Background: an optimization exercise with open tools, aiming at small area, a short achievable clock period and few clock cycles. Do not read the settings as production practice.
Function was not checked in any run shown here: the RTL went through the layout flow alone.
Power and IR drop assume default switching activity.

==> flow/design.v <==
module rbsm_matcher #(
    parameter PAT_MAX = 8,     
    parameter N_SLOT  = 11     
) (
    input  wire        clk,
    input  wire        rst,           
    input  wire        pl_clr,        
    input  wire        pl_push,       
    input  wire [3:0]  pl_slot,
    input  wire [7:0]  pl_byte,
    input  wire        cmd_wait,
    input  wire        cmd_mok,
    input  wire        cmd_merr,
    input  wire        cmd_clr,
    input  wire [31:0] cmd_timeout,
    input  wire        ms_tick,
    input  wire        rx_valid,
    input  wire [7:0]  rx_byte,
    output wire        rx_ready,
    output wire        busy,
    output reg         done,
    output reg  [2:0]  outcome,
    output wire        urc_valid,
    output reg  [2:0]  urc_index,
    input  wire        urc_done
);
    localparam LW = $clog2(PAT_MAX + 1);
    localparam HN = PAT_MAX - 1;           
    localparam [2:0] O_OK      = 3'd1,
                     O_ERROR   = 3'd2,
                     O_TIMEOUT = 3'd3,
                     O_MATCH1  = 3'd4;
    reg        busy_r, scan_r, urc_r;
    reg        mok, merr;
    reg [31:0] remain;
    assign busy      = busy_r;
    assign rx_ready  = scan_r;
    assign urc_valid = urc_r;
    wire take = rx_valid && scan_r;
    reg [8*PAT_MAX-1:0] pat [0:N_SLOT-1];
    reg [LW-1:0]        len [0:N_SLOT-1];
    reg       ld_clr, ld_push;
    reg [3:0] ld_slot;
    reg [7:0] ld_byte;
    always @(posedge clk) begin
        ld_clr  <= pl_clr && !rst;
        ld_push <= pl_push && !pl_clr && !rst;
        ld_slot <= pl_slot;
        ld_byte <= pl_byte;
    end
    integer s;
    always @(posedge clk) begin
        for (s = 0; s < N_SLOT; s = s + 1) begin
            if (rst || (ld_clr && ld_slot == s))
                len[s] <= {LW{1'b0}};
            else if (ld_push && ld_slot == s && len[s] != PAT_MAX)
                len[s] <= len[s] + 1'b1;
            if (ld_push && ld_slot == s && len[s] != PAT_MAX)
                pat[s] <= {pat[s][8*PAT_MAX-9:0], ld_byte};
        end
    end
    reg [8*HN-1:0] hist;
    reg [HN-1:0]   hval;
    reg [N_SLOT-1:0] pre;
    reg              ok_k;
    integer i, k;
    always @(*) begin
        for (i = 0; i < N_SLOT; i = i + 1) begin
            ok_k = (len[i] != 0);
            for (k = 1; k < PAT_MAX; k = k + 1)
                if (k < len[i] && !(hval[k-1] && hist[8*(k-1) +: 8] == pat[i][8*k +: 8]))
                    ok_k = 1'b0;
            pre[i] = ok_k;
        end
    end
    wire pre_ok  = mok && hval[2] &&
                   (hist[23:0] == {"O", "K", 8'h0D});
    wire pre_err = merr && hval[5] &&
                   (hist[47:0] == {"E", "R", "R", "O", "R", 8'h0D});
    reg [N_SLOT-1:0] hit;
    integer j;
    always @(*) begin
        for (j = 0; j < N_SLOT; j = j + 1)
            hit[j] = pre[j] && (rx_byte == pat[j][7:0]);
    end
    wire hit_lf  = (rx_byte == 8'h0A) && (pre_ok || pre_err);
    wire       urc_any = |hit[7:0];
    wire       out_any = |hit[10:8] || hit_lf;
    reg  [2:0] arb_idx, arb_outcome;
    integer u;
    always @(*) begin
        arb_idx = 3'd0;
        for (u = 7; u >= 0; u = u - 1)
            if (hit[u]) arb_idx = u[2:0];
        if (hit[8])       arb_outcome = O_MATCH1;
        else if (hit[9])  arb_outcome = O_MATCH1 + 3'd1;
        else if (hit[10]) arb_outcome = O_MATCH1 + 3'd2;
        else if (pre_ok)  arb_outcome = O_OK;
        else              arb_outcome = O_ERROR;
    end
    wire remain_zero = (remain == 32'd0);
    wire finish = scan_r && (rx_valid ? (out_any && !urc_any) : remain_zero);
    always @(posedge clk) begin
        if (rst) begin
            busy_r <= 1'b0;
            scan_r <= 1'b0;
            urc_r  <= 1'b0;
            done   <= 1'b0;
            hval   <= {HN{1'b0}};
        end else begin
            done <= finish;
            if (!busy_r) begin
                busy_r <= cmd_wait;
                scan_r <= cmd_wait;
                if (cmd_wait && cmd_clr)
                    hval <= {HN{1'b0}};
            end else if (urc_r) begin
                if (urc_done) begin
                    urc_r  <= 1'b0;
                    scan_r <= 1'b1;
                    hval   <= {HN{1'b0}};    
                end
            end else begin
                if (take) begin
                    hval <= {hval[HN-2:0], 1'b1};
                    if (urc_any) begin
                        scan_r <= 1'b0;
                        urc_r  <= 1'b1;
                    end
                end
                if (finish) begin
                    scan_r <= 1'b0;
                    busy_r <= 1'b0;
                end
            end
        end
    end
    always @(posedge clk) begin
        if (!busy_r && cmd_wait) begin
            mok    <= cmd_mok;
            merr   <= cmd_merr;
            remain <= cmd_timeout;
        end else if (busy_r && ms_tick && !remain_zero) begin
            remain <= remain - 1'b1;
        end
        if (take)
            hist <= {hist[8*HN-9:0], rx_byte};
        outcome <= rx_valid ? arb_outcome : O_TIMEOUT;
        if (scan_r)
            urc_index <= arb_idx;
    end
endmodule
==> flow/run.sh <==
#!/bin/bash
# synth_recipe.tcl (not shown) runs the flow's synth.tcl, then flattens the netlist and writes it again
# the make line also repeats each setting of config.mk as NAME=value (left out here)
make -C /OpenROAD-flow-scripts/flow DESIGN_CONFIG=/design/flow/config.mk WORK_HOME=/design/flow/orfs CLKGATE_MAP_FILE= SYNTH_SCRIPT=/design/flow/synth_recipe.tcl finish
==> flow/config.mk <==
export PLATFORM = sky130hd
export DESIGN_NAME = rbsm_matcher
export DESIGN_NICKNAME = rbsm_matcher
export VERILOG_FILES = /design/flow/design.v
export SDC_FILE = /design/flow/constraint.sdc
export NUM_CORES = 4
export LEC_CHECK = 0
export CAP_MARGIN = 20
export CORE_MARGIN = 2
export CORE_UTILIZATION = 30
export PLACE_DENSITY = 0.45
export SETUP_SLACK_MARGIN = 5
export SLEW_MARGIN = 20
==> flow/constraint.sdc <==
create_clock -name core_clock -period 8.0 [get_ports {clk}]
set_input_delay 1.6000 -clock core_clock [delete_from_list [all_inputs] [get_ports {clk}]]
set_output_delay 1.6000 -clock core_clock [all_outputs]
set_load 0.01 [all_outputs]
==> results of run 1 <==
[repair_timing]
action / 4_1_cts / 5_1_grt
pin swaps: 36 / 32
setup endpoints to repair: 54 / 20
buffers inserted: 71 / 20
gates cloned: 2 / 0
resized for setup: 147 / 45
[cells in the mapped netlist (all sizes together), types with 4 or more instances]
cell and n:
nand4 106, o2111ai 6, or2 4, o22ai 4
edfxtp 797, nor2b 13, a211oi 6, nor3 77
nand2 111, clkbuf 19, buf 71, nor4b 4
a41oi 6, mux2i 11, o31ai 10, a21oi 24
a31oi 7, and3 11, ha 24, nand3 54
xor2 257, nor3b 9, o32ai 5, a41o 4
nand2b 8, a31o 10, a22oi 10, inv 49
nor2 74, nor4bb 6, nand3b 5, dfxtp 72
a311oi 8, or3 6, nor4 56, xnor2 507
o21ai 46
[how the worst max path moves through the flow]
stage / startpoint / to / slack (ns) / cells past startpoint
after floorplan: ld_slot[2]$_DFF_P_ / len[5][3]$_SDFFE_PP0P_ / 4.72 / 6
after global placement: rx_byte[0] / urc_index[0]$_SDFFCE_PP0P_ / 3.29 / 9
after detailed placement: rx_byte[0] / urc_index[0]$_SDFFCE_PP0P_ / 3.24 / 9
after CTS: rx_byte[1] / scan_r$_SDFFE_PP0P_ / 4.88 / 12
after global routing: hist[29]$_DFFE_PP_ / urc_index[0]$_SDFFCE_PP0P_ / 4.78 / 10
final: hval[0]$_SDFFE_PP0P_ / urc_index[0]$_SDFFCE_PP0P_ / 4.86 / 9
[registers in the layout (all words and copies together), names as in the netlist]
signal and cells:
busy_r 1, done 1, hist 56, hval 7, ld_byte 8, ld_clr 1, ld_push 1, ld_slot 4
len 44, merr 1, mok 1, outcome 3, pat 704, remain 32, scan_r 1, urc_index 3
urc_r 1
[critical path, delay by kind of cell (launching register included)]
family	cells	cell delay, ns
AO/OA/AOI/OAI	6	1.59
buffers and inverters	1	0.29
flip-flops	1	0.64
AND/OR/NAND/NOR	2	0.31
[cell families after synthesis]
family,after synthesis,share of synthesized area
and+or+nand+nor,554,0.0807
adders and majority gates,24,0.00801
AOI/OAI and AO/OA,179,0.0346
DFF,869,0.677
muxes,11,0.00294
xor gates and xnor gates,764,0.179
buffers and inverters,139,0.0178
[metrics by stage]
stage           util  std cells  total power (uW)
2_1_floorplan      -       2540              5300
3_3_place_gp   0.328       4241              5430
3_5_place_dp   0.328       4241              5440
4_1_cts        0.362       4490              9840
5_1_grt        0.366       4510             10000
6_report       0.366       4510              9740
[layout make-up]
type / count / area (um^2)
inverter: 49 / 188
clock inverter: 64 / 617
timing repair buffer: 247 / 2370
fill: 11642 / 78500
tap: 1637 / 2050
clock buffer: 112 / 2470
multi-input combinational: 1532 / 12200
sequential: 869 / 25400
[routing by layer]
metal | wire length (um) | vias up | GRT usage
li1 | - | 9802 | -
met1 | 51800 | 10723 | 0.249
met2 | 48100 | 642 | 0.259
met3 | 7040 | 140 | 0.0366
met4 | 2380 | 0 | 0.0436
met5 | 0 | - | 0
[power by group through the flow]
stage	clock (uW)	combinational [uW]	sequential (uW)
after floorplan	0	206	5090
after global placement	0	309	5120
after detailed placement	0	313	5130
after CTS	4450	366	5020
after global routing	4630	400	5020
final	4360	370	5010
==> notes.md, run 1 <==
max-slew violation count=0; Slew Limit Headroom=0.351; DRT antenna net count=0; final worst path period share=0.392; number of synthesized flops with an enable pin=797; top cells by area, synth=edfxtp_1 (64%), xnor2_1 (12%), xor2_1 (6.0%); Clock Tree Root=clkbuf_16; gr ovfl total=0; routability cong.=roughly 0.86; GRT Util Overall=0.172; Setup Crit Path Kind=reg -> reg; Post-Layout Inst Area=between 0.04 and 0.05 mm^2; Critical Path Start Type=register; H-tree depth=3; hold crit path type=reg -> reg; crit path setup slack, layout=4.86 ns; clock latency on the worst-skew pair=approximately 0.67 ns; Nets=2880; detailed-route vias per instance=4.72; reg-to-reg slack, setup=4.86 ns; slowest stage delay, CP=0.64 ns; layout cells sized above 1=0.160; Wirelength per Cell=24.3 um; post-route minimum period=3.14 ns; Reg clk slew, reported paths=around 0.06 ns; first-pass GRT wire length=158000 um; TNS Setup=0 ns; R2R Path End=urc_index[0]$_SDFFCE_PP0P_; largest fanout on the critical path=8; drt total wl=109000 um; drt drc=0; die height=357 um; max cap viols=0; CTS tree=yes; DIE AREA=0.128 mm^2; synth unique cells=82; hold path depth=0; PortBufs=72; # hold bufs at CTS=0; status=no timing/DRC/antenna violations; combinational power share=0.038; Pint=7630 uW; via count=21.3k; worst vdd ir=0.132 mV; Rows=129; Async S/R FF share, synth=0; Pwr Density=215 mW/mm^2; top-area cell type share of the netlist area=0.639; unrepaired setup endpoints after global routing=yes; post-synthesis sequential area ratio=0.677; ant diodes=0; CTS Buffer Depth=3; worst-path cell chain=buf_4 > nand2_1 > o32ai_1 > o2111ai_1 > a211oi_4 > and3b_1 > o21ba_4 > o2bb2ai_4 > a32oi_1; largest net degree at the start of global routing=69; Mapped Cells=2540; Reg2Reg Depth=9; initial DRC count=around 1.7k; syn_nets=2627; most common cell after layout, fill and taps aside=edfxtp_1; Place WS=~3.2 ns; synthesized area per cell=roughly 15 um^2; Min-Delay Startpoint=pat[0][36]$_DFFE_PP_; router iterations before antenna repair=5; die extent in x=around 360 um; CP Data Arrival Time=3.51 ns; Post-Syn Area=0.0375 mm^2; Hold EP=pat[0][44]$_DFFE_PP_; Final Setup Violations=0; FF-to-FF Start=hval[0]$_SDFFE_PP0P_; Std-Cell Core Area=0.124 mm^2; Seq pwr share=0.515; Syn-to-layout area delta=20.8%; Num CTS Buffers=94; commonest cells after routing, fill and taps aside=edfxtp_1 (797), xnor2_1 (498), xor2_1 (254); crit path capture type=register; Main synth FF type=edfxtp_1; Ports=73; vias in the first global route=~22k; switching part of the total=0.216; post-DP HPWL=81500 um; Clock Sinks=869; slowest CP cell=dfxtp_1; Synth area leader=edfxtp_1; slew of the pin with the lowest slew margin=0.973 ns; worst hold slack=0.471 ns; max frequency=319 MHz; Final Hold Fails=0; register bit total from synthesis=869; Yosys warning count=3; clock power share=0.447; Placement Cell Area=0.0406 mm^2; clk_skew=0.0178 ns; LEAKAGE=0.0142 uW; Switching Power=2110 uW; Crit path required time=between 8 and 9 ns; initial antenna violation count=3; starting density of the core=0.303
==> run 2: changes to the inputs <==
--- a/flow/config.mk
+++ b/flow/config.mk
@@ -10,4 +10,4 @@
 export CORE_UTILIZATION = 30
 export PLACE_DENSITY = 0.45
-export SETUP_SLACK_MARGIN = 5
+export SETUP_SLACK_MARGIN = 4
 export SLEW_MARGIN = 20
==> notes.md, run 2 <==
Async S/R FF share, synth=0 (unchanged); Std-Cell Core Area=0.124 mm^2 (unchanged); top cells by area, synth=edfxtp_1 (64%), xnor2_1 (12%), xor2_1 (6.0%) (unchanged); initial DRC count=2060 (was 1702); initial antenna violation count=1 (was 3); syn_nets=2627 (unchanged); commonest cells after routing, fill and taps aside=edfxtp_1 (797), xnor2_1 (507), xor2_1 (256) (was edfxtp_1 (797), xnor2_1 (498), xor2_1 (254)); router iterations before antenna repair=5 (unchanged); PortBufs=72 (unchanged); Crit path required time=8.52 ns (was 8.37 ns); Syn-to-layout area delta=16.1% (was 20.8%); # hold bufs at CTS=0 (unchanged); worst vdd ir=0.150 mV (was 0.132 mV); drt drc=0 (unchanged); die extent in x=357 um (unchanged); Rows=129 (unchanged); final worst path period share=0.483 (was 0.392); top-area cell type share of the netlist area=0.639 (unchanged); status=no timing/DRC/antenna violations (unchanged); top-count cell post-synth=edfxtp_1 (unchanged); synthesized area per cell=14.8 um^2 (unchanged); layout cells sized above 1=0.0995 (was 0.160); clk_skew=0.0301 ns (was 0.0178 ns); Post-synth top cells=edfxtp_1 (797), xnor2_1 (507), xor2_1 (256), nand2_1 (110), nand4_1 (105) (unchanged); Slew Limit Headroom=0.252 (was 0.351); Yosys warning count=3 (unchanged); post-synthesis sequential area ratio=0.677 (unchanged); post-route minimum period=3.87 ns (was 3.14 ns); slew of the pin with the lowest slew margin=1.11 ns (was 0.973 ns); starting density of the core=0.303 (unchanged); Setup Crit Path Kind=in -> reg (was reg -> reg); largest net degree at the start of global routing=70 (was 69); post-layout util=0.351 (was 0.366); Wirelength per Cell=23.7 um (was 24.3 um); Regs by FF count=pat: 704 flops, hist: 56 flops, len: 44 flops (unchanged); Main synth FF type=edfxtp_1 (unchanged); Final Hold Fails=0 (unchanged); Top reg by flops=pat (unchanged); vias in the first global route=21.1k (was 21.6k); drt total wl=105000 um (was 109000 um); register bit total from synthesis=869 (unchanged); max-slew violation count=0 (unchanged); DRT antenna net count=0 (unchanged); Reg clk slew, reported paths=0.06 ns (about the same); GRT Util Overall=0.164 (was 0.172); Ports=73 (unchanged); fillcell total=11.8k (was 11.6k); Critical Path Start Type=input pin (was register); Pwr Density=219 mW/mm^2 (was 215 mW/mm^2); hold crit path type=reg -> reg (unchanged); Clock Sinks=869 (unchanged); routability cong.=0.869 (was 0.858); CTS tree=yes (unchanged); gr ovfl total=0 (unchanged); Clock Tree Root=clkbuf_16 (unchanged); unrepaired setup endpoints after global routing=no (was yes); clock latency on the worst-skew pair=0.66 ns (was 0.67 ns); LEAKAGE=0.0133 uW (was 0.0142 uW); post-DP HPWL=79500 um (was 81500 um); die height=357 um (unchanged); synth unique cells=82 (unchanged); detailed-route vias per instance=4.69 (was 4.72); TNS Setup=0 ns (unchanged); CTS Buffer Depth=3 (unchanged); most common cell after layout, fill and taps aside=edfxtp_1 (unchanged); DIE AREA=0.128 mm^2 (unchanged); CP Data Arrival Time=4.39 ns (was 3.51 ns); Synth area leader=edfxtp_1 (unchanged); largest fanout on the critical path=13 (was 8); Num CTS Buffers=93 (was 94); Nets=2787 (was 2880); crit path capture type=register (unchanged); max frequency=259 MHz (was 319 MHz); H-tree depth=3 (unchanged); Final Setup Violations=0 (unchanged); via count=20.7k (was 21.3k); first-pass GRT wire length=152000 um (was 158000 um); Post-Syn Area=0.0375 mm^2 (unchanged); Mapped Cells=2540 (unchanged); number of flip-flops in the largest register=704 (unchanged); number of synthesized flops with an enable pin=797 (unchanged); max cap viols=0 (unchanged)
==> run 2: cell count changes in the layout (fill, tap and decap cells not counted), moves of 7 or more <==
| cell | previous run | this run |
|---|---|---|
| xnor2_1 | 498 | 507 |
| buf_6 | 13 | 2 |
| xnor2_2 | 9 | 0 |
| nor3_1 | 67 | 75 |
| clkdlybuf4s50_1 | 54 | 69 |
| buf_4 | 143 | 80 |
| dfxtp_1 | 65 | 72 |
| nor4_1 | 37 | 46 |
| buf_12 | 21 | 0 |
==> run 2: path summary, 6_finish.rpt <==
check | startpoint | end | slack (ns) | cells after the start
max reg2reg | hval[4]$_SDFFE_PP0P_ | scan_r$_SDFFE_PP0P_ | 4.18 | 8
min reg2reg | pat[3][34]$_DFFE_PP_ | pat[3][42]$_DFFE_PP_ | 0.47 | 0
max | rx_byte[6] | scan_r$_SDFFE_PP0P_ | 4.13 | 11
min | pat[3][34]$_DFFE_PP_ | pat[3][42]$_DFFE_PP_ | 0.47 | 0
==> run 2: final cells by class <==
type | instances | area (um^2) | share of cell area
Antenna cell | 3 | 7.51 | 0.000173
Inverter | 49 | 184 | 0.00423
Multi-Input combinational cell | 1532 | 11600 | 0.267
Clock inverter | 53 | 473 | 0.0109
Tap cell | 1637 | 2050 | 0.0471
Sequential cell | 869 | 25400 | 0.583
Clock buffer | 116 | 2480 | 0.0569
Timing Repair Buffer | 155 | 1340 | 0.0307
==> run 2: kinds of logic after synthesis <==
group           share of synthesized area
compound gates                     0.0346
flops                               0.677
buf+inv                            0.0178
fa+ha+maj                         0.00801
xor+xnor                            0.179
mux                               0.00294
simple gates                       0.0807
==> run 2: per-layer routing <==
| metal | part of all wire | global-route usage | up-vias | wire length, um |
|---|---|---|---|---|
| met5 | 0 | 0 | - | 0 |
| met2 | 0.44 | 0.246 | 563 | 45600 |
| met3 | 0.051 | 0.0247 | 176 | 5380 |
| li1 | - | - | 9598 | - |
| met1 | 0.48 | 0.241 | 10347 | 50700 |
| met4 | 0.028 | 0.0547 | 0 | 2910 |
==> run 2: what timing repair did <==
item	CTS	global route
setup buffers	0	0
gates resized for setup	5	5
endpoints found under the setup margin	7	3
==> run 2: where the power goes <==
group / switching (uW) / total [uW] / internal (uW)
Clock: 1780 / 4210 / 2420
Combinational: 185 / 320 / 135
Sequential: 55.9 / 5010 / 4960
==> run 2: worst max-delay path, cell delays in order <==
cell             delay (ns)
clkdlybuf4s50_1        0.48
buf_4                  0.30
xnor2_1                0.15
o311ai_0               0.15
nor4_1                 0.29
nand4_1                0.18
a2111oi_2              0.41
nand3_1                0.14
a31oi_2                0.34
a2bb2oi_2              0.21
o32ai_1                0.11
==> run 2: per-stage QoR <==
stage | area [um^2] | hold WS, ns | total power (uW) | setup slack (ns) | instances
global placement | 40500 | 0.459 | 5430 | 3.06 | 4239
finish | 43500 | 0.470 | 9540 | 4.13 | 4414
global route | 43500 | 0.480 | 9870 | 4.00 | 4411
detailed placement | 40500 | 0.459 | 5440 | 2.97 | 4239
CTS | 43500 | 0.472 | 9650 | 4.08 | 4408
floorplan | 37600 | 0.447 | 5290 | 3.62 | 2540
==> run 3: changes to the inputs <==
--- a/flow/config.mk
+++ b/flow/config.mk
@@ -8,6 +8,6 @@
 export CAP_MARGIN = 20
 export CORE_MARGIN = 2
-export CORE_UTILIZATION = 30
-export PLACE_DENSITY = 0.45
-export SETUP_SLACK_MARGIN = 4
+export CORE_UTILIZATION = 55
+export PLACE_DENSITY = 0.65
+export SETUP_SLACK_MARGIN = 5
 export SLEW_MARGIN = 20
==> notes.md, run 3 <==
initial DRC count=2321 (was 2060); commonest cells after routing, fill and taps aside=edfxtp_1 (797), xnor2_1 (504), xor2_1 (256) (was edfxtp_1 (797), xnor2_1 (507), xor2_1 (256)); Reg clk slew, reported paths=0.06 ns (about the same); largest net degree at the start of global routing=69 (was 70); Nets=2860 (was 2787); clk_skew=0.0198 ns (was 0.0301 ns); drt total wl=99100 um (was 105000 um); Setup Crit Path Kind=reg -> reg (was in -> reg); first-pass GRT wire length=144000 um (was 152000 um); hold crit path type=reg -> reg (unchanged); Async S/R FF share, synth=0 (unchanged); Min-Delay Startpoint=pat[0][53]$_DFFE_PP_ (was pat[3][34]$_DFFE_PP_); PortBufs=72 (unchanged); clock latency on the worst-skew pair=0.64 ns (was 0.66 ns); worst-path cell chain=xnor2_1 > nand2_1 > nor3_1 > nand4_1 > a2bb2oi_1 > a21oi_2 > a41oi_2 > a21oi_2 > a311oi_2 (was clkdlybuf4s50_1 > buf_4 > xnor2_1 > o311ai_0 > nor4_1 > nand4_1 > a2111oi_2 > nand3_1 > a31oi_2 > a2bb2oi_2 > o32ai_1); Critical Path Start Type=register (was input pin); most used cell along the critical path=a21oi_2; Worst Path Buf+Inv=0 (was 2); CP Data Arrival Time=3.73 ns (was 4.39 ns); synth unique cells=82 (unchanged); register bit total from synthesis=869 (unchanged); CTS Buffer Depth=3 (unchanged); post-synthesis sequential area ratio=0.677 (unchanged); post-route minimum period=3.20 ns (was 3.87 ns); status=no timing/DRC/antenna violations (unchanged); post-DP HPWL=71400 um (was 79500 um); FF-to-FF Start=hist[16]$_DFFE_PP_ (was hval[4]$_SDFFE_PP0P_); starting density of the core=0.557 (was 0.303); Final Hold Fails=0 (unchanged); largest fanout on the critical path=13 (unchanged); detailed-route vias per instance=5.81 (was 4.69); Std-Cell Core Area=0.0673 mm^2 (was 0.124 mm^2); TNS Setup=0 ns (unchanged); slew of the pin with the lowest slew margin=0.994 ns (was 1.11 ns); max frequency=313 MHz (was 259 MHz); Layout Cells excl Fill=3721 (was 4414); number of synthesized flops with an enable pin=797 (unchanged); Pwr Density=213 mW/mm^2 (was 219 mW/mm^2); number of flip-flops in the largest register=704 (unchanged); router iterations before antenna repair=5 (unchanged); Clock Tree Root=clkbuf_16 (unchanged); DRT antenna net count=0 (unchanged); reg-to-reg slack, setup=4.80 ns (was 4.18 ns); slowest CP cell=edfxtp_1 (was clkdlybuf4s50_1); gr ovfl total=0 (unchanged); hold path depth=0 (unchanged); crit path capture type=register (unchanged); drt drc=0 (unchanged); Mapped Cells=2540 (unchanged); die height=265 um (was 357 um); slowest stage delay, CP=0.89 ns (was 0.48 ns); Post-synth top cells=edfxtp_1 (797), xnor2_1 (507), xor2_1 (256), nand2_1 (110), nand4_1 (105) (unchanged); DIE AREA=0.0702 mm^2 (was 0.128 mm^2); Rows=95 (was 129); final worst path period share=0.400 (was 0.483); Synth area leader=edfxtp_1 (unchanged); top cells by area, synth=edfxtp_1 (64%), xnor2_1 (12%), xor2_1 (6.0%) (unchanged); H-tree depth=3 (unchanged); Placed Cells=3449 (was 4239); Clock Sinks=869 (unchanged); Final Setup Violations=0 (unchanged); worst vdd ir=0.194 mV (was 0.150 mV); synthesized area per cell=14.8 um^2 (unchanged); top-count cell post-synth=edfxtp_1 (unchanged); GRT Util Overall=0.283 (was 0.164); unrepaired setup endpoints after global routing=yes (was no); Wirelength per Cell=26.6 um (was 23.7 um); post-layout util=0.648 (was 0.351); via count=21.6k (was 20.7k); Syn-to-layout area delta=16.3% (was 16.1%); routability cong.=0.928 (was 0.869); R2R Path End=urc_r$_SDFFE_PP0P_ (was scan_r$_SDFFE_PP0P_); Regs by FF count=pat: 704 flops, hist: 56 flops, len: 44 flops (unchanged); Num CTS Buffers=87 (was 93); max cap viols=0 (unchanged); top-area cell type share of the netlist area=0.639 (unchanged); Hold EP=pat[0][61]$_DFFE_PP_ (was pat[3][42]$_DFFE_PP_); initial antenna violation count=1 (unchanged); syn_nets=2627 (unchanged); Ports=73 (unchanged); die extent in x=265 um (was 357 um); most common cell after layout, fill and taps aside=edfxtp_1 (unchanged); Top reg by flops=pat (unchanged); Crit path required time=8.53 ns (was 8.52 ns); CTS tree=yes (unchanged); Reg2Reg Depth=9 (was 8); vias in the first global route=21.4k (was 21.1k); layout cells sized above 1=0.146 (was 0.0995); CP top delay family=compound AO/OA/AOI/OAI gates (unchanged); Post-Syn Area=0.0375 mm^2 (unchanged); max-slew violation count=0 (unchanged); Slew Limit Headroom=0.337 (was 0.252); LEAKAGE=0.0139 uW (was 0.0133 uW); Yosys warning count=3 (unchanged); Main synth FF type=edfxtp_1 (unchanged)
==> run 3: how the worst max path moves through the flow <==
stage	slack (ns)	start	depth (start not counted)	end
global placement	3.29	rx_byte[6]	10	urc_index[0]$_SDFFCE_PP0P_
global route	4.73	hist[16]$_DFFE_PP_	9	urc_r$_SDFFE_PP0P_
detailed placement	3.27	rx_byte[6]	10	urc_index[0]$_SDFFCE_PP0P_
CTS	4.76	rx_byte[2]	11	urc_index[0]$_SDFFCE_PP0P_
floorplan	4.72	ld_slot[2]$_DFF_P_	6	len[5][3]$_SDFFE_PP0P_
finish	4.80	hist[16]$_DFFE_PP_	9	urc_r$_SDFFE_PP0P_
==> run 3: cell type report <==
class	count	area, um^2
multi-input combinational	1534	12000
clock inverter	47	330
inverter	49	188
clock buffer	116	2430
tap	873	1090
antenna	1	2.50
timing repair buffer	232	2200
sequential	869	25400
fill	4813	23700
==> run 3: where the power goes <==
| part | internal, uW | total [uW] | leakage (uW) | switching (uW) |
|---|---|---|---|---|
| Combinational | 159 | 348 | 0.00469 | 189 |
| Sequential | 4960 | 5020 | 0.00780 | 60.7 |
| Clock | 2240 | 3930 | 0.00136 | 1700 |
==> run 3: worst reg2reg max path, delay by kind of cell (launching register included) <==
kind | cells | cell delay (ns)
DFF | 1 | 0.89
and+or+nand+nor | 3 | 0.98
AOI/OAI and AO/OA | 5 | 1.05
xor gates and xnor gates | 1 | 0.20
==> run 3: cell families (layout without fill, tap and decap cells) <==
family                     Yosys count  after routing  synth area share
adders and majority gates           24             24           0.00801
AOI/OAI and AO/OA                  179            179            0.0346
buffers and inverters              139            444            0.0178
DFF                                869            869             0.677
muxes                               11             11           0.00294
and+or+nand+nor                    554            556            0.0807
other                                0              1                 0
xor gates and xnor gates           764            764             0.179
==> run 3: what timing repair did <==
action | CTS | global route
hold buffers | 0 | 0
endpoints found under the hold margin | 0 | 0
buffers inserted | 59 | 47
cloned | 1 | 1
pin swaps | 16 | 23
endpoints found under the setup margin | 96 | 45
gates resized for setup | 94 | 34
==> run 3: layer usage <==
layer	vias up	part of all wire	GRT usage
li1	9756	-	-
met1	10861	0.44	0.410
met2	849	0.45	0.435
met3	159	0.075	0.0600
met4	0	0.027	0.0852
met5	-	0	0
==> run 3: through the flow <==
stage	setup WS, ns	hold slack [ns]	instance area (um^2)	total power (uW)
floorplan	4.72	0.447	37800	5300
detailed placement	3.27	0.455	39500	5420
CTS	4.76	0.465	43000	9330
global route	4.73	0.469	43600	9550
global placement	3.29	0.453	39400	5420
finish	4.80	0.468	43600	9300
==> run 4: changes to the inputs <==
--- a/flow/config.mk
+++ b/flow/config.mk
@@ -6,4 +6,5 @@
 export NUM_CORES = 4
 export LEC_CHECK = 0
+export ABC_AREA = 1
 export CAP_MARGIN = 20
 export CORE_MARGIN = 2
==> notes.md, run 4 <==
post-route minimum period=2.98 ns (was 3.20 ns); status=no timing/DRC/antenna violations (unchanged); starting density of the core=0.555 (was 0.557); Final Setup Violations=0 (unchanged); Worst Path Buf+Inv=1 (was 0); post-DP HPWL=83700 um (was 71400 um); Final Hold Fails=0 (unchanged); Clock Sinks=869 (unchanged); router iterations before antenna repair=6 (was 5); Async S/R FF share, synth=0 (unchanged); worst vdd ir=0.197 mV (was 0.194 mV); Ports=73 (unchanged); hold crit path type=reg -> reg (unchanged); number of synthesized flops with an enable pin=797 (unchanged); register bit total from synthesis=869 (unchanged); initial antenna violation count=1 (unchanged); Clock Tree Root=clkbuf_16 (unchanged); CTS Buffer Depth=3 (unchanged); max-slew violation count=0 (unchanged); drt drc=0 (unchanged); initial DRC count=2903 (was 2321); Slew Limit Headroom=0.320 (was 0.337); clock latency on the worst-skew pair=0.66 ns (was 0.64 ns); Nets=4316 (was 2860); unrepaired setup endpoints after global routing=yes (unchanged); crit path setup slack, layout=5.02 ns (was 4.80 ns); gr ovfl total=0 (unchanged); commonest cells after routing, fill and taps aside=nand2_1 (1103), edfxtp_1 (797), inv_1 (461) (was edfxtp_1 (797), xnor2_1 (504), xor2_1 (256)); LEAKAGE=0.0178 uW (was 0.0139 uW); Post-synth top cells=nand2_1 (1106), edfxtp_1 (797), inv_1 (489), nor2_1 (412), nand3_1 (227) (was edfxtp_1 (797), xnor2_1 (507), xor2_1 (256), nand2_1 (110), nand4_1 (105)); crit path capture type=primary output (was register); Yosys warning count=3 (unchanged); synth unique cells=44 (was 82); largest net degree at the start of global routing=68 (was 69); Reg clk slew, reported paths=0.06 ns (about the same); Placement Cell Area=0.0421 mm^2 (was 0.0395 mm^2); top cells by area, synth=edfxtp_1 (59%), nand2_1 (10%), inv_1 (4.5%) (was edfxtp_1 (64%), xnor2_1 (12%), xor2_1 (6.0%)); slowest CP cell=edfxtp_1 (unchanged); Std-Cell Core Area=0.0730 mm^2 (was 0.0673 mm^2); Syn-to-layout area delta=13.2% (was 16.3%); # hold bufs at CTS=0 (unchanged); synthesized area per cell=9.97 um^2 (was 14.8 um^2); most common cell after layout, fill and taps aside=nand2_1 (was edfxtp_1); Wirelength per Cell=21.3 um (was 26.6 um); CP Data Arrival Time=1.38 ns (was 3.73 ns); Num CTS Buffers=89 (was 87); worst-path cell chain=buf_2 (was xnor2_1 > nand2_1 > nor3_1 > nand4_1 > a2bb2oi_1 > a21oi_2 > a41oi_2 > a21oi_2 > a311oi_2); routability cong.=0.968 (was 0.928); first-pass GRT wire length=164000 um (was 144000 um); Critical Path Start Type=register (unchanged); GRT Util Overall=0.295 (was 0.283); Crit path required time=6.40 ns (was 8.53 ns); clk_skew=0.0253 ns (was 0.0198 ns); max frequency=336 MHz (was 313 MHz); CP top delay family=flip-flops (was compound AO/OA/AOI/OAI gates); Post-Layout Inst Area=0.0458 mm^2 (was 0.0436 mm^2); Rows=99 (was 95); syn_nets=4148 (was 2627); layout cells sized above 1=0.101 (was 0.146); Regs by FF count=pat: 704 flops, hist: 56 flops, len: 44 flops (unchanged); post-synthesis sequential area ratio=0.627 (was 0.677); PortBufs=72 (unchanged); Main synth FF type=edfxtp_1 (unchanged); TNS Setup=0 ns (unchanged); drt total wl=112000 um (was 99100 um); via count=28.4k (was 21.6k); number of flip-flops in the largest register=704 (unchanged); detailed-route vias per instance=5.39 (was 5.81); DIE AREA=0.0758 mm^2 (was 0.0702 mm^2); Post-Syn Area=0.0405 mm^2 (was 0.0375 mm^2); Top reg by flops=pat (unchanged); Mapped Cells=4061 (was 2540); die height=275 um (was 265 um); top-area cell type share of the netlist area=0.591 (was 0.639); CTS tree=yes (unchanged); largest fanout on the critical path=2 (was 13); Setup Crit Path Kind=reg -> out (was reg -> reg); slew of the pin with the lowest slew margin=1.02 ns (was 0.994 ns); vias in the first global route=25.8k (was 21.4k); final worst path period share=0.372 (was 0.400); top-count cell post-synth=nand2_1 (was edfxtp_1); DRT antenna net count=0 (unchanged); die extent in x=275 um (was 265 um); max cap viols=0 (unchanged); Place WS=3.43 ns (was 3.27 ns); H-tree depth=3 (unchanged); Synth area leader=edfxtp_1 (unchanged); fillcell total=5871 (was 4813); slowest stage delay, CP=0.53 ns (was 0.89 ns); Pwr Density=210 mW/mm^2 (was 213 mW/mm^2)
## run 4: cell types whose count changed in the layout (fill, tap and decap cells not counted), moves of 40 or more
cell | previous run | this run
nand3_1 | 54 | 227
xor2_1 | 256 | 95
nand2_1 | 107 | 1103
or2_2 | 4 | 68
buf_4 | 138 | 98
nor2_1 | 68 | 403
a21oi_1 | 21 | 96
inv_1 | 48 | 461
xnor2_1 | 504 | 159
o21ai_0 | 35 | 157
nand4_1 | 105 | 56
## run 4: area by class of cell
| cell class | instances | area [um^2] | area share |
|---|---|---|---|
| clock inverters | 55 | 582 | 0.0127 |
| repair inverters | 3 | 22.5 | 0.000491 |
| well taps | 959 | 1200 | 0.0262 |
| inverters | 521 | 2040 | 0.0445 |
| clock buffers | 110 | 2400 | 0.0523 |
| flip-flops and latches | 869 | 25400 | 0.554 |
| multi-input cells | 2570 | 12700 | 0.276 |
| diodes | 2 | 5.00 | 0.000109 |
| repair buffers | 175 | 1530 | 0.0333 |
## run 4: what timing repair did
item	4_1_cts	5_1_grt
pin swaps	1	16
cloned	2	2
hold endpoints to repair	0	0
gates resized for setup	79	61
endpoints found under the setup margin	105	54
buffers inserted	19	58
## run 4: final timing paths
kind                                   start                  end  slack, ns  cells past startpoint
setup / recovery  urc_index[0]$_SDFFCE_PP0P_         urc_index[0]       5.02                      1
setup reg to reg          hist[22]$_DFFE_PP_    busy_r$_SDFF_PP0_       5.08                     19
hold reg to reg          pat[7][1]$_DFFE_PP_  pat[7][9]$_DFFE_PP_       0.45                      0
hold / removal           pat[7][1]$_DFFE_PP_  pat[7][9]$_DFFE_PP_       0.45                      0
## run 4: metal layers
layer | share of wire | wire [um] | GRT usage | vias to the layer above
met5 | 0 | 0 | 0 | -
met4 | 0.041 | 4590 | 0.119 | 0
met3 | 0.072 | 8100 | 0.0445 | 254
met2 | 0.46 | 51700 | 0.471 | 1218
met1 | 0.43 | 47700 | 0.410 | 13228
li1 | - | - | - | 13671
## run 4: through the flow
stage / std cells / power (uW) / hold WS, ns / util
after global routing: 5262 / 9900 / 0.462 / 0.628
after detailed placement: 5016 / 5460 / 0.435 / 0.576
final: 5264 / 9630 / 0.449 / 0.628
after global placement: 5016 / 5460 / 0.432 / 0.576
after CTS: 5202 / 9660 / 0.449 / 0.620
after floorplan: 4061 / 5330 / 0.421 / -
## run 4: logic make-up after synthesis
kind of cell / synth area share
adder cells (fa/ha/maj): 0.00742
flip-flops: 0.627
AO/OA/AOI/OAI: 0.0450
XOR/XNOR: 0.0549
buffers and inverters: 0.0648
AND/OR/NAND/NOR: 0.201
## run 4: where the power goes
| group | switching (uW) | internal, uW | leakage, uW |
|---|---|---|---|
| logic | 241 | 143 | 0.00856 |
| clock network | 1770 | 2470 | 0.00145 |
| registers | 58.7 | 4960 | 0.00780 |
| total | 2070 | 7570 | 0.0178 |
==> run 5: changes to the inputs <==
--- a/flow/config.mk
+++ b/flow/config.mk
@@ -6,9 +6,10 @@
 export NUM_CORES = 4
 export LEC_CHECK = 0
-export ABC_AREA = 1
 export CAP_MARGIN = 20
 export CORE_MARGIN = 2
-export CORE_UTILIZATION = 55
-export PLACE_DENSITY = 0.65
+export CORE_UTILIZATION = 40
+export CTS_CLUSTER_DIAMETER = 100
+export CTS_CLUSTER_SIZE = 24
+export PLACE_DENSITY = 0.55
 export SETUP_SLACK_MARGIN = 5
 export SLEW_MARGIN = 20
==> notes.md, run 5 <==
status=no timing/DRC/antenna violations (unchanged); top-area cell type share of the netlist area=0.639 (was 0.591); number of synthesized flops with an enable pin=797 (unchanged); Post-Syn Area=0.0375 mm^2 (was 0.0405 mm^2); Std-Cell Core Area=0.0930 mm^2 (was 0.0730 mm^2); R2R Path End=scan_r$_SDFFE_PP0P_ (was busy_r$_SDFF_PP0_); syn_nets=2627 (was 4148); drt total wl=99700 um (was 112000 um); Final Setup Violations=0 (unchanged); GRT Util Overall=0.207 (was 0.295); CP top delay family=simple AND/OR/NAND/NOR gates (was flip-flops); Reg clk slew, reported paths=0.10 ns (was 0.06 ns); Rows=112 (was 99); top cells by area, synth=edfxtp_1 (64%), xnor2_1 (12%), xor2_1 (6.0%) (was edfxtp_1 (59%), nand2_1 (10%), inv_1 (4.5%)); max cap viols=0 (unchanged); gr ovfl total=0 (unchanged); Placed Cells=3846 (was 5016); worst-path cell chain=buf_4 > xnor2_1 > nand3_1 > nor3_1 > nand4_1 > o21ai_0 > nand3_2 > a31oi_4 > a2bb2oi_2 > o32ai_2 (was buf_2); CP Data Arrival Time=3.69 ns (was 1.38 ns); Hold EP=pat[4][8]$_DFFE_PP_ (was pat[7][9]$_DFFE_PP_); H-tree depth=2 (was 3); Reg2Reg Depth=10 (was 19); FF-to-FF Start=hist[7]$_DFFE_PP_ (was hist[22]$_DFFE_PP_); register bit total from synthesis=869 (unchanged); crit path capture type=register (was primary output); commonest cells after routing, fill and taps aside=edfxtp_1 (797), xnor2_1 (500), xor2_1 (253) (was nand2_1 (1103), edfxtp_1 (797), inv_1 (461)); CTS tree=yes (unchanged); starting density of the core=0.403 (was 0.555); DIE AREA=0.0961 mm^2 (was 0.0758 mm^2); detailed-route vias per instance=5.19 (was 5.39); PortBufs=72 (unchanged); Layout Cells excl Fill=4038 (was 5264); CTS Buffer Depth=3 (unchanged); die extent in x=310 um (was 275 um); max frequency=312 MHz (was 336 MHz); Top reg by flops=pat (unchanged); slowest CP cell=nor3_1 (was edfxtp_1); post-route minimum period=3.21 ns (was 2.98 ns); Regs by FF count=pat: 704 flops, hist: 56 flops, len: 44 flops (unchanged); Wirelength per Cell=24.7 um (was 21.3 um); initial antenna violation count=4 (was 1); Nets=2837 (was 4316); Pwr Density=182 mW/mm^2 (was 210 mW/mm^2); total power=7820 uW (was 9630 uW); Synth area leader=edfxtp_1 (unchanged); clk_skew=0.0335 ns (was 0.0253 ns); final worst path period share=0.401 (was 0.372); synth unique cells=82 (was 44); LEAKAGE=0.0133 uW (was 0.0178 uW); TNS Setup=0 ns (unchanged); largest fanout on the critical path=13 (was 2); hold crit path type=reg -> reg (unchanged); DRT antenna net count=0 (unchanged); unrepaired setup endpoints after global routing=yes (unchanged); hold path depth=0 (unchanged); Mapped Cells=2540 (was 4061); number of flip-flops in the largest register=704 (unchanged); post-synthesis sequential area ratio=0.677 (was 0.627); router iterations before antenna repair=5 (was 6); Clock Sinks=869 (unchanged); layout cells sized above 1=0.133 (was 0.101); worst vdd ir=0.182 mV (was 0.197 mV); via count=21.0k (was 28.4k); Clock Tree Root=clkbuf_16 (unchanged); Critical Path Start Type=register (unchanged); Main synth FF type=edfxtp_1 (unchanged); # hold bufs at CTS=0 (unchanged); drt drc=0 (unchanged); max-slew violation count=0 (unchanged); slowest stage delay, CP=0.58 ns (was 0.53 ns); routability cong.=0.903 (was 0.968); initial DRC count=2039 (was 2903); slew of the pin with the lowest slew margin=0.976 ns (was 1.02 ns); clock latency on the worst-skew pair=0.62 ns (was 0.66 ns); post-DP HPWL=72700 um (was 83700 um); Final Hold Fails=0 (unchanged); Syn-to-layout area delta=14.7% (was 13.2%); Setup Crit Path Kind=reg -> reg (was reg -> out); Crit path required time=8.49 ns (was 6.40 ns); Num CTS Buffers=42 (was 89); largest net degree at the start of global routing=69 (was 68); Min-Delay Startpoint=pat[4][0]$_DFFE_PP_ (was pat[7][1]$_DFFE_PP_); Ports=73 (unchanged); top-count cell post-synth=edfxtp_1 (was nand2_1); die height=310 um (was 275 um); reg-to-reg slack, setup=4.79 ns (was 5.08 ns); Yosys warning count=3 (unchanged); Worst Path Buf+Inv=1 (unchanged); Async S/R FF share, synth=0 (unchanged); vias in the first global route=21.0k (was 25.8k); first-pass GRT wire length=144000 um (was 164000 um); synthesized area per cell=14.8 um^2 (was 9.97 um^2); most common cell after layout, fill and taps aside=edfxtp_1 (was nand2_1); Post-synth top cells=edfxtp_1 (797), xnor2_1 (507), xor2_1 (256), nand2_1 (110), nand4_1 (105) (was nand2_1 (1106), edfxtp_1 (797), inv_1 (489), nor2_1 (412), nand3_1 (227)); Slew Limit Headroom=0.350 (was 0.320)
-- run 5: cell types whose count changed after synthesis, sizes merged, moves of 38 or more --
| cell | change |
|---|---|
| nand2 | -1000 |
| inv | -467 |
| xnor2 | +348 |
| nor2 | -345 |
| nand3 | -174 |
| xor2 | +162 |
| o21ai | -136 |
| a21oi | -72 |
| or2 | -69 |
| nand4 | +50 |
| nor4 | +50 |
| nor3 | +38 |
-- run 5: logic make-up after synthesis --
logic type | Yosys count | share of synthesized area
AND/OR/NAND/NOR | 554 | 0.0807
flip-flops | 869 | 0.677
AO/OA/AOI/OAI | 179 | 0.0346
multiplexers | 11 | 0.00294
buffers and inverters | 139 | 0.0178
adder cells (fa/ha/maj) | 24 | 0.00801
XOR/XNOR | 764 | 0.179
-- run 5: cell type report --
class / count / area [um^2]
clock inverters: 2 / 28.8
fillers: 8167 / 50100
repair buffers: 255 / 2440
well taps: 1254 / 1570
flip-flops and latches: 869 / 25400
diodes: 1 / 2.50
inverters: 49 / 190
multi-input cells: 1533 / 12100
clock buffers: 75 / 1210
-- run 5: worst max-delay path by stage --
stage	cells past startpoint	endpoint	start	slack [ns]
2_1_floorplan	6	len[5][3]$_SDFFE_PP0P_	ld_slot[2]$_DFF_P_	4.72
3_3_place_gp	10	urc_index[0]$_SDFFCE_PP0P_	rx_byte[6]	3.14
3_5_place_dp	10	urc_index[0]$_SDFFCE_PP0P_	rx_byte[6]	3.16
4_1_cts	12	urc_r$_SDFFE_PP0P_	rx_byte[4]	4.81
5_1_grt	10	scan_r$_SDFFE_PP0P_	hist[33]$_DFFE_PP_	4.77
6_report	10	scan_r$_SDFFE_PP0P_	hist[7]$_DFFE_PP_	4.79
-- run 5: power breakdown --
part,total (uW),internal [uW],switching (uW)
Sequential,5010,4950,56.6
Clock,2440,1040,1400
Combinational,371,172,198
Total,7820,6160,1650
-- run 5: timing repair --
| item | 4_1_cts | 5_1_grt |
|---|---|---|
| gates resized for setup | 134 | 58 |
| pin swaps | 44 | 52 |
| setup endpoints to repair | 98 | 21 |
| hold endpoints to repair | 0 | 0 |
| gates cloned | 2 | 1 |
| buffers inserted | 79 | 32 |
-- run 5: worst reg2reg max path, delay by kind of cell (launching register included) --
kind,cells,cell delay (ns)
xor+xnor,1,0.23
flops,1,0.38
buf+inv,1,0.25
compound gates,4,0.89
simple gates,4,1.34
-- run 5: layer usage --
layer,share of wire,vias to the layer above,track usage
met5,0,-,0
met4,0.032,0,0.0673
met3,0.055,163,0.0288
met2,0.46,637,0.323
met1,0.46,10524,0.298
li1,-,9643,-
-- run 5: stage by stage --
stage                util  hold WS, ns  instance area [um^2]  setup WS [ns]
detailed placement  0.431        0.456                 40100           3.16
floorplan               -        0.447                 37800           4.72
global placement    0.430        0.457                 40000           3.14
finish              0.462        0.468                 43000           4.79
global route        0.462        0.472                 43000           4.77
CTS                 0.455        0.466                 42400           4.81
==> run 6: changes to the inputs <==
--- a/flow/design.v
+++ b/flow/design.v
@@ -40,26 +40,17 @@
     reg [8*PAT_MAX-1:0] pat [0:N_SLOT-1];
     reg [LW-1:0]        len [0:N_SLOT-1];
-    reg       ld_clr, ld_push;
-    reg [3:0] ld_slot;
-    reg [7:0] ld_byte;
-    always @(posedge clk) begin
-        ld_clr  <= pl_clr && !rst;
-        ld_push <= pl_push && !pl_clr && !rst;
-        ld_slot <= pl_slot;
-        ld_byte <= pl_byte;
-    end
     integer s;
     always @(posedge clk) begin
         for (s = 0; s < N_SLOT; s = s + 1) begin
-            if (rst || (ld_clr && ld_slot == s))
+            if (rst || (pl_clr && pl_slot == s))
                 len[s] <= {LW{1'b0}};
-            else if (ld_push && ld_slot == s && len[s] != PAT_MAX)
+            else if (pl_push && pl_slot == s && len[s] != PAT_MAX)
                 len[s] <= len[s] + 1'b1;
-            if (ld_push && ld_slot == s && len[s] != PAT_MAX)
-                pat[s] <= {pat[s][8*PAT_MAX-9:0], ld_byte};
+            if (pl_push && !pl_clr && pl_slot == s && len[s] != PAT_MAX)
+                pat[s] <= {pat[s][8*PAT_MAX-9:0], pl_byte};
         end
     end
     reg [8*HN-1:0] hist;
-    reg [HN-1:0]   hval;
+    reg [2:0]      hcnt;
     reg [N_SLOT-1:0] pre;
     reg              ok_k;
@@ -67,14 +58,14 @@
     always @(*) begin
         for (i = 0; i < N_SLOT; i = i + 1) begin
-            ok_k = (len[i] != 0);
+            ok_k = (len[i] != 0) && (len[i] <= {1'b0, hcnt} + 1'b1);
             for (k = 1; k < PAT_MAX; k = k + 1)
-                if (k < len[i] && !(hval[k-1] && hist[8*(k-1) +: 8] == pat[i][8*k +: 8]))
+                if (k < len[i] && hist[8*(k-1) +: 8] != pat[i][8*k +: 8])
                     ok_k = 1'b0;
             pre[i] = ok_k;
         end
     end
-    wire pre_ok  = mok && hval[2] &&
+    wire pre_ok  = mok && (hcnt >= 3) &&
                    (hist[23:0] == {"O", "K", 8'h0D});
-    wire pre_err = merr && hval[5] &&
+    wire pre_err = merr && (hcnt >= 6) &&
                    (hist[47:0] == {"E", "R", "R", "O", "R", 8'h0D});
     reg [N_SLOT-1:0] hit;
@@ -107,5 +98,5 @@
             urc_r  <= 1'b0;
             done   <= 1'b0;
-            hval   <= {HN{1'b0}};
+            hcnt   <= 3'd0;
         end else begin
             done <= finish;
@@ -114,14 +105,15 @@
                 scan_r <= cmd_wait;
                 if (cmd_wait && cmd_clr)
-                    hval <= {HN{1'b0}};
+                    hcnt <= 3'd0;
             end else if (urc_r) begin
                 if (urc_done) begin
                     urc_r  <= 1'b0;
                     scan_r <= 1'b1;
-                    hval   <= {HN{1'b0}};    
+                    hcnt   <= 3'd0;    
                 end
             end else begin
                 if (take) begin
-                    hval <= {hval[HN-2:0], 1'b1};
+                    if (hcnt != HN)
+                        hcnt <= hcnt + 1'b1;
                     if (urc_any) begin
                         scan_r <= 1'b0;
--- a/flow/config.mk
+++ b/flow/config.mk
@@ -8,8 +8,5 @@
 export CAP_MARGIN = 20
 export CORE_MARGIN = 2
-export CORE_UTILIZATION = 40
-export CTS_CLUSTER_DIAMETER = 100
-export CTS_CLUSTER_SIZE = 24
-export PLACE_DENSITY = 0.55
-export SETUP_SLACK_MARGIN = 5
+export CORE_UTILIZATION = 30
+export PLACE_DENSITY = 0.45
 export SLEW_MARGIN = 20
==> notes.md, run 6 <==
Wirelength per Cell=23.7 um (was 24.7 um); initial DRC count=1672 (was 2039); Critical Path Start Type=input pin (was register); status=no timing/DRC/antenna violations (unchanged); max frequency=219 MHz (was 312 MHz); Seq pwr share=0.518 (was 0.640); detailed-route vias per instance=4.70 (was 5.19); top cells by area, synth=edfxtp_1 (63%), xnor2_1 (10%), xor2_1 (6.9%) (was edfxtp_1 (64%), xnor2_1 (12%), xor2_1 (6.0%)); clock latency on the worst-skew pair=0.68 ns (was 0.62 ns); Nets=2833 (was 2837); routability cong.=0.872 (was 0.903); post-DP HPWL=81600 um (was 72700 um); layout cells sized above 1=0.0901 (was 0.133); slew of the pin with the lowest slew margin=1.21 ns (was 0.976 ns); DRT antenna net count=0 (unchanged); Rows=130 (was 112); top-count cell post-synth=edfxtp_1 (unchanged); Pwr Density=219 mW/mm^2 (was 182 mW/mm^2); first-pass GRT wire length=152000 um (was 144000 um); slowest stage delay, CP=0.86 ns (was 0.58 ns); vias in the first global route=21.3k (was 21.0k); CTS Buffer Depth=3 (unchanged); syn_nets=2685 (was 2627); worst-path cell chain=clkdlybuf4s50_1 > nor2_1 > o211ai_1 > nor2_4 > buf_4 (was buf_4 > xnor2_1 > nand3_1 > nor3_1 > nand4_1 > o21ai_0 > nand3_2 > a31oi_4 > a2bb2oi_2 > o32ai_2); combinational power share=0.038 (was 0.047); max cap viols=0 (unchanged); die height=359 um (was 310 um); CTS tree=yes (unchanged); slowest CP cell=nor2_4 (was nor3_1); via count=20.9k (was 21.0k); synthesized area per cell=14.8 um^2 (about the same); hold crit path type=reg -> reg (unchanged); clock power share=0.444 (was 0.312); Post-Syn Area=0.0379 mm^2 (was 0.0375 mm^2); top-area cell type share of the netlist area=0.632 (was 0.639); Worst Setup EP=pat[4][45]$_DFFE_PP_ (was scan_r$_SDFFE_PP0P_); die extent in x=359 um (was 310 um); drt total wl=105000 um (was 99700 um); largest net degree at the start of global routing=68 (was 69); Reg clk slew, reported paths=0.06 ns (was 0.10 ns); Async S/R FF share, synth=0 (unchanged); most common cell after layout, fill and taps aside=edfxtp_1 (unchanged); LEAKAGE=0.0136 uW (was 0.0133 uW); commonest cells after routing, fill and taps aside=edfxtp_1 (797), xnor2_1 (451), xor2_1 (300) (was edfxtp_1 (797), xnor2_1 (500), xor2_1 (253)); Final Hold Fails=0 (unchanged); crit path from=pl_slot[0] (was hist[7]$_DFFE_PP_); Switching Power=2040 uW (was 1650 uW); Final Setup Violations=0 (unchanged); final worst path period share=0.570 (was 0.401); number of flip-flops in the largest register=704 (unchanged); clk_skew=0.0366 ns (was 0.0335 ns); Pint=7480 uW (was 6160 uW); Yosys warning count=3 (unchanged); Syn-to-layout area delta=15.0% (was 14.7%); Place WS=2.79 ns (was 3.16 ns); post-route minimum period=4.56 ns (was 3.21 ns); router iterations before antenna repair=5 (unchanged); register bit total from synthesis=851 (was 869); Slew Limit Headroom=0.187 (was 0.350); synth unique cells=75 (was 82); worst vdd ir=0.150 mV (was 0.182 mV); Regs by FF count=pat: 704 flops, hist: 56 flops, len: 44 flops (unchanged); Top reg by flops=pat (unchanged); Post-Layout Inst Area=0.0436 mm^2 (was 0.0430 mm^2); Crit path required time=8.31 ns (was 8.49 ns); Mapped Cells=2564 (was 2540); H-tree depth=3 (was 2); max-slew violation count=0 (unchanged); postcts setup bufs=0 (was 79); CP Data Arrival Time=4.87 ns (was 3.69 ns); Clock Sinks=851 (was 869); FF-to-FF Start=hcnt[2]$_SDFFE_PP0P_ (was hist[7]$_DFFE_PP_); Reg2Reg Depth=11 (was 10); post-synthesis sequential area ratio=0.661 (was 0.677); GRT Util Overall=0.161 (was 0.207); starting density of the core=0.302 (was 0.403); crit path setup slack, layout=3.44 ns (was 4.79 ns); DIE AREA=0.129 mm^2 (was 0.0961 mm^2); number of synthesized flops with an enable pin=797 (unchanged); Synth area leader=edfxtp_1 (unchanged); TNS Setup=0 ns (unchanged); gr ovfl total=0 (unchanged); R2R Path End=urc_r$_SDFFE_PP0P_ (was scan_r$_SDFFE_PP0P_); Setup Crit Path Kind=in -> reg (was reg -> reg); Ports=73 (unchanged); Post-synth top cells=edfxtp_1 (797), xnor2_1 (451), xor2_1 (300), nand4_1 (116), nor2_1 (111) (was edfxtp_1 (797), xnor2_1 (507), xor2_1 (256), nand2_1 (110), nand4_1 (105)); Std-Cell Core Area=0.125 mm^2 (was 0.0930 mm^2); CTS resizes=0 (was 134); switching part of the total=0.215 (was 0.211); Placement Cell Area=0.0406 mm^2 (was 0.0401 mm^2); Main synth FF type=edfxtp_1 (unchanged); drt drc=0 (unchanged); Clock Tree Root=clkbuf_16 (unchanged); initial antenna violation count=7 (was 4); crit path capture type=register (unchanged); largest fanout on the critical path=33 (was 13); Num CTS Buffers=91 (was 42); unrepaired setup endpoints after global routing=no (was yes); reg-to-reg slack, setup=3.85 ns (was 4.79 ns); # hold bufs at CTS=0 (unchanged); PortBufs=72 (unchanged)
[run 6: cell types whose count changed in the layout (fill, tap and decap cells not counted), sizes merged, moves of 35 or more]
cell and delta:
xor2 +52, xnor2 -56, clkinv +37, nor3 -54
buf -124, clkbuf +35, nor2 +37, nand3 -38
[run 6: kinds of logic after synthesis]
kind of cell	after synthesis	share of synthesized area
compound gates	229	0.0411
buf+inv	133	0.0230
simple gates	515	0.0738
xor+xnor	760	0.178
mux	9	0.00241
flops	851	0.661
fa+ha+maj	67	0.0216
[run 6: power groups by stage]
stage,Clock (uW),Combinational [uW],Sequential (uW)
3_3_place_gp,0,358,5030
4_1_cts,4330,367,4940
3_5_place_dp,0,364,5030
5_1_grt,4500,390,4940
6_report,4230,360,4930
2_1_floorplan,0,230,5010
[run 6: worst min-delay path by stage]
| stage | from | endpoint | slack (ns) | cells after the start |
|---|---|---|---|---|
| 2_1_floorplan | hist[8]$_DFFE_PP_ | hist[16]$_DFFE_PP_ | 0.42 | 0 |
| 3_3_place_gp | pat[7][51]$_DFFE_PP_ | pat[7][59]$_DFFE_PP_ | 0.46 | 0 |
| 3_5_place_dp | pat[8][31]$_DFFE_PP_ | pat[8][39]$_DFFE_PP_ | 0.45 | 0 |
| 4_1_cts | pat[3][12]$_DFFE_PP_ | pat[3][20]$_DFFE_PP_ | 0.46 | 0 |
| 5_1_grt | pat[3][12]$_DFFE_PP_ | pat[3][20]$_DFFE_PP_ | 0.46 | 0 |
| 6_report | pat[3][12]$_DFFE_PP_ | pat[3][20]$_DFFE_PP_ | 0.46 | 0 |
[run 6: critical path, delay by kind of cell]
kind	cells	cell delay, ns
AND/OR/NAND/NOR	2	1.61
buffers and inverters	2	1.13
AO/OA/AOI/OAI	1	0.48
[run 6: area by class of cell]
| cell class | count | area [um^2] |
|---|---|---|
| fill | 11929 | 81800 |
| sequential | 851 | 25000 |
| multi-input combinational | 1580 | 12100 |
| clock buffer | 110 | 2420 |
| tap | 1650 | 2060 |
| timing repair buffer | 140 | 1230 |
| clock inverter | 56 | 574 |
| inverter | 48 | 180 |
| antenna | 1 | 2.50 |
[run 6: through the flow]
stage               utilization  total power [uW]  hold WS [ns]  instances
floorplan                     -              5240         0.421       2564
global placement          0.323              5390         0.459       4269
detailed placement        0.323              5390         0.455       4269
CTS                       0.347              9640         0.460       4435
global route              0.347              9830         0.461       4435
finish                    0.347              9520         0.458       4436
[run 6: routing by layer]
layer  up-vias  track usage  wire (um)
li1       9758            -          -
met1     10295        0.218      47000
met2       639        0.253      47400
met3       152       0.0377       7560
met4         6       0.0577       3040
met5         -            0         37

[what the ideal ports hide]
No port has a modelled driver above. Below, the same layouts with a new extraction and two added sets of constraints.
Step 1 (the two cells are an assumption about what drives the block):
set clk [get_ports {clk}]
set_driving_cell -lib_cell sky130_fd_sc_hd__clkbuf_16 $clk
set_driving_cell -lib_cell sky130_fd_sc_hd__buf_2 [delete_from_list [all_inputs] $clk]
Step 2, shift: input delay + t, output delay - t, t = (earliest + latest rising clock arrival at the registers) / 2. This alone moves slack from input paths to output paths.
Slacks: ideal ports / drivers / drivers and shift; pairs: ideal ports / drivers.
run	t, ns	setup slack, ns	worst setup path at the end	latest minus earliest clock arrival (ns)
run 1	0.731	4.861 / 4.861 / 4.190	input to register	0.020 / 0.020
run 2	0.701	4.134 / 4.164 / 3.463	input to register	0.030 / 0.030
run 3	0.688	4.801 / 4.801 / 4.192	input to register	0.025 / 0.024
run 4	0.711	5.023 / 4.956 / 4.417	input to register	0.028 / 0.028
run 5	0.664	4.793 / 4.793 / 4.170	input to register	0.036 / 0.036
run 6	0.724	3.442 / 3.471 / 2.747	input to register	0.037 / 0.036
After both steps setup and hold are still met in every run listed. For run 6, which loses most, drivers alone change the setup slack by +0.029 ns; drivers and shift together by -0.695 ns.
